Background: an optimization exercise with open tools, aiming at small area, a short achievable clock period and few clock cycles. Do not read the settings as production practice.
The RTL was checked by simulation tests, not by an equivalence proof against the original design.

== the previous run ==
## dmd_draw
module dmd_draw (
    input  wire        clk,
    input  wire        rst,
    input  wire        cmd_valid,
    output wire        cmd_ready,
    input  wire [31:0] cmd_data,
    output wire        busy,
    output wire        ill,
    input  wire [6:0]  rd_addr,
    output wire [7:0]  rd_data
);
    localparam [2:0] C_PIX  = 3'd0;
    localparam [2:0] C_CLR  = 3'd1;
    localparam [2:0] C_LINE = 3'd2;
    localparam [2:0] C_CIRC = 3'd3;
    localparam [2:0] C_BOX  = 3'd4;
    localparam [2:0] C_FBOX = 3'd5;
    localparam [2:0] C_TEST = 3'd6;
    localparam [2:0] E_IDLE = 3'd0;
    localparam [2:0] E_PIX  = 3'd1;
    localparam [2:0] E_FILL = 3'd2;
    localparam [2:0] E_LINE = 3'd3;
    localparam [2:0] E_BOX  = 3'd4;
    localparam [2:0] E_CIRC = 3'd5;
    localparam [1:0] K_RANGE = 2'd0;    
    localparam [1:0] K_EXCL  = 2'd1;    
    localparam [1:0] K_PTS   = 2'd2;    
    localparam [1:0] K_PAIRS = 2'd3;    
    reg [63:0] pix [0:15];
    wire [63:0] rrow = pix[rd_addr[6:3]];
    reg  [7:0]  rbyte;
    integer rb;
    always @(*) begin
        for (rb = 0; rb < 8; rb = rb + 1)
            rbyte[7 - rb] = rrow[{rd_addr[2:0], 3'd0} + rb];
    end
  ...
For scale: about 11000 cells after synthesis, roughly 1400 flip-flops, about 89000 um2 of cells after synthesis.
Settings: LEC_CHECK=0, CAP_MARGIN=20, CORE_MARGIN=2, CORE_UTILIZATION=55, CTS_BUF_LIST=sky130_fd_sc_hd__clkbuf_4 sky130_fd_sc_hd__clkbuf_8, SETUP_SLACK_MARGIN=4.7, SLEW_MARGIN=20; clock period 12.0 ns.
run.sh (not shown) runs the stock make flow with config.mk's settings and CLKGATE_MAP_FILE= SYNTH_SCRIPT=/design/flow/synth_recipe.tcl, a recipe that flattens the netlist after the stock synthesis.
Testbench counts of the previous run, summed over its fixed seeds: cycles 2,915.
For the current run, these inputs were changed with respect to the previous run:
--- a/flow/design.v
+++ b/flow/design.v
@@ -188,22 +188,23 @@
     wire signed [12:0] fc2 = f13 + Dx2;
     wire signed [12:0] fc3 = f13 + D13 + Dx2;
     wire signed [12:0] fc4 = f13 + Dx4;
     wire signed [12:0] fc5 = f13 + D13 + Dx4;
     wire signed [12:0] fc6 = f13 + Dx2 + Dx4;
     wire signed [12:0] fc7 = f13 + Dx8 - D13;
     wire signed [12:0] fc8 = f13 + Dx8;
-    wire signed [12:0] fd1 = fc1 - M13;
-    wire signed [12:0] fd2 = f13 + Dx2 - M13;
-    wire signed [12:0] fd3 = f13 + D13 + Dx2 - M13;
-    wire signed [12:0] fd4 = f13 + Dx4 - M13;
-    wire signed [12:0] fd5 = f13 + D13 + Dx4 - M13;
-    wire signed [12:0] fd6 = f13 + Dx2 + Dx4 - M13;
-    wire signed [12:0] fd7 = f13 + Dx8 - D13 - M13;
-    wire signed [12:0] fd8 = f13 + Dx8 - M13;
+    wire signed [12:0] fg  = f13 - M13;
+    wire signed [12:0] fd1 = fg + D13;
+    wire signed [12:0] fd2 = fg + Dx2;
+    wire signed [12:0] fd3 = fg + D13 + Dx2;
+    wire signed [12:0] fd4 = fg + Dx4;
+    wire signed [12:0] fd5 = fg + D13 + Dx4;
+    wire signed [12:0] fd6 = fg + Dx2 + Dx4;
+    wire signed [12:0] fd7 = fg + Dx8 - D13;
+    wire signed [12:0] fd8 = fg + Dx8;
     wire n0 = f13[12], n1 = fc1[12], n2 = fc2[12], n3 = fc3[12];
     wire n4 = fc4[12], n5 = fc5[12], n6 = fc6[12], n7 = fc7[12];
     reg  [2:0]  f_j;
     reg  signed [12:0] f_dj;
     always @(*) begin
         if (!n0)      begin f_j = 3'd0; f_dj = fd1; end
         else if (!n1) begin f_j = 3'd1; f_dj = fd2; end
[summary]
The previous run tops out at a lower clock frequency than the current run.
Compared with the previous run, the current run shows a clock buffer count in the final layout that is about 5% higher.
The current run: post-synthesis instance total higher than the previous run
The run showing the greater post-route cell area is the current run.
Per the comparison of the current run with the previous run, placed standard-cell area moved up; register-to-register path setup slack grew by 320 ps; wire length of the first global-routing pass went up by 25 mm.
[the current run vs the previous run] routed wire length: higher in the current run
Share of final layout cell area taken by non-clock buffers (lower): the current run
| highest cell delay on the worst timing path | the current run vs the previous run | ≈ equal |
Testbench counts of the current run, summed over its fixed seeds: cycles 2,915.

[static timing again, ports no longer ideal]
No port has a modelled driver above. Below, the same layouts with a new extraction and two added sets of constraints. Step 1 (the two cells are an assumption about what drives the block):
set clk [get_ports {clk}]
set_driving_cell -lib_cell sky130_fd_sc_hd__clkbuf_16 $clk
set_driving_cell -lib_cell sky130_fd_sc_hd__buf_2 [delete_from_list [all_inputs] $clk]
Step 2 adds t to the input delays and takes it off the output delays; t is the mean of the earliest and latest rising clock arrival at the registers after step 1. Input paths then give back, and output paths get back, about the clock's delay inside the block. a / b / c = ideal ports / drivers / drivers and shift; a / b = the first two.
run | t (ns) | slack for setup (ns) | latest minus earliest clock arrival (ns) | worst data-port slew with drivers (ns)
the previous run | 1.122 | 4.510 / 4.436 / 4.436 | 0.137 / 0.136 | 0.12
the current run | 1.126 | 4.601 / 4.548 / 4.548 | 0.106 / 0.106 | 0.06
After both steps setup and hold are still met in every run listed. For the previous run, which loses most, drivers alone change the setup slack by -0.074 ns; drivers and shift together by -0.074 ns.
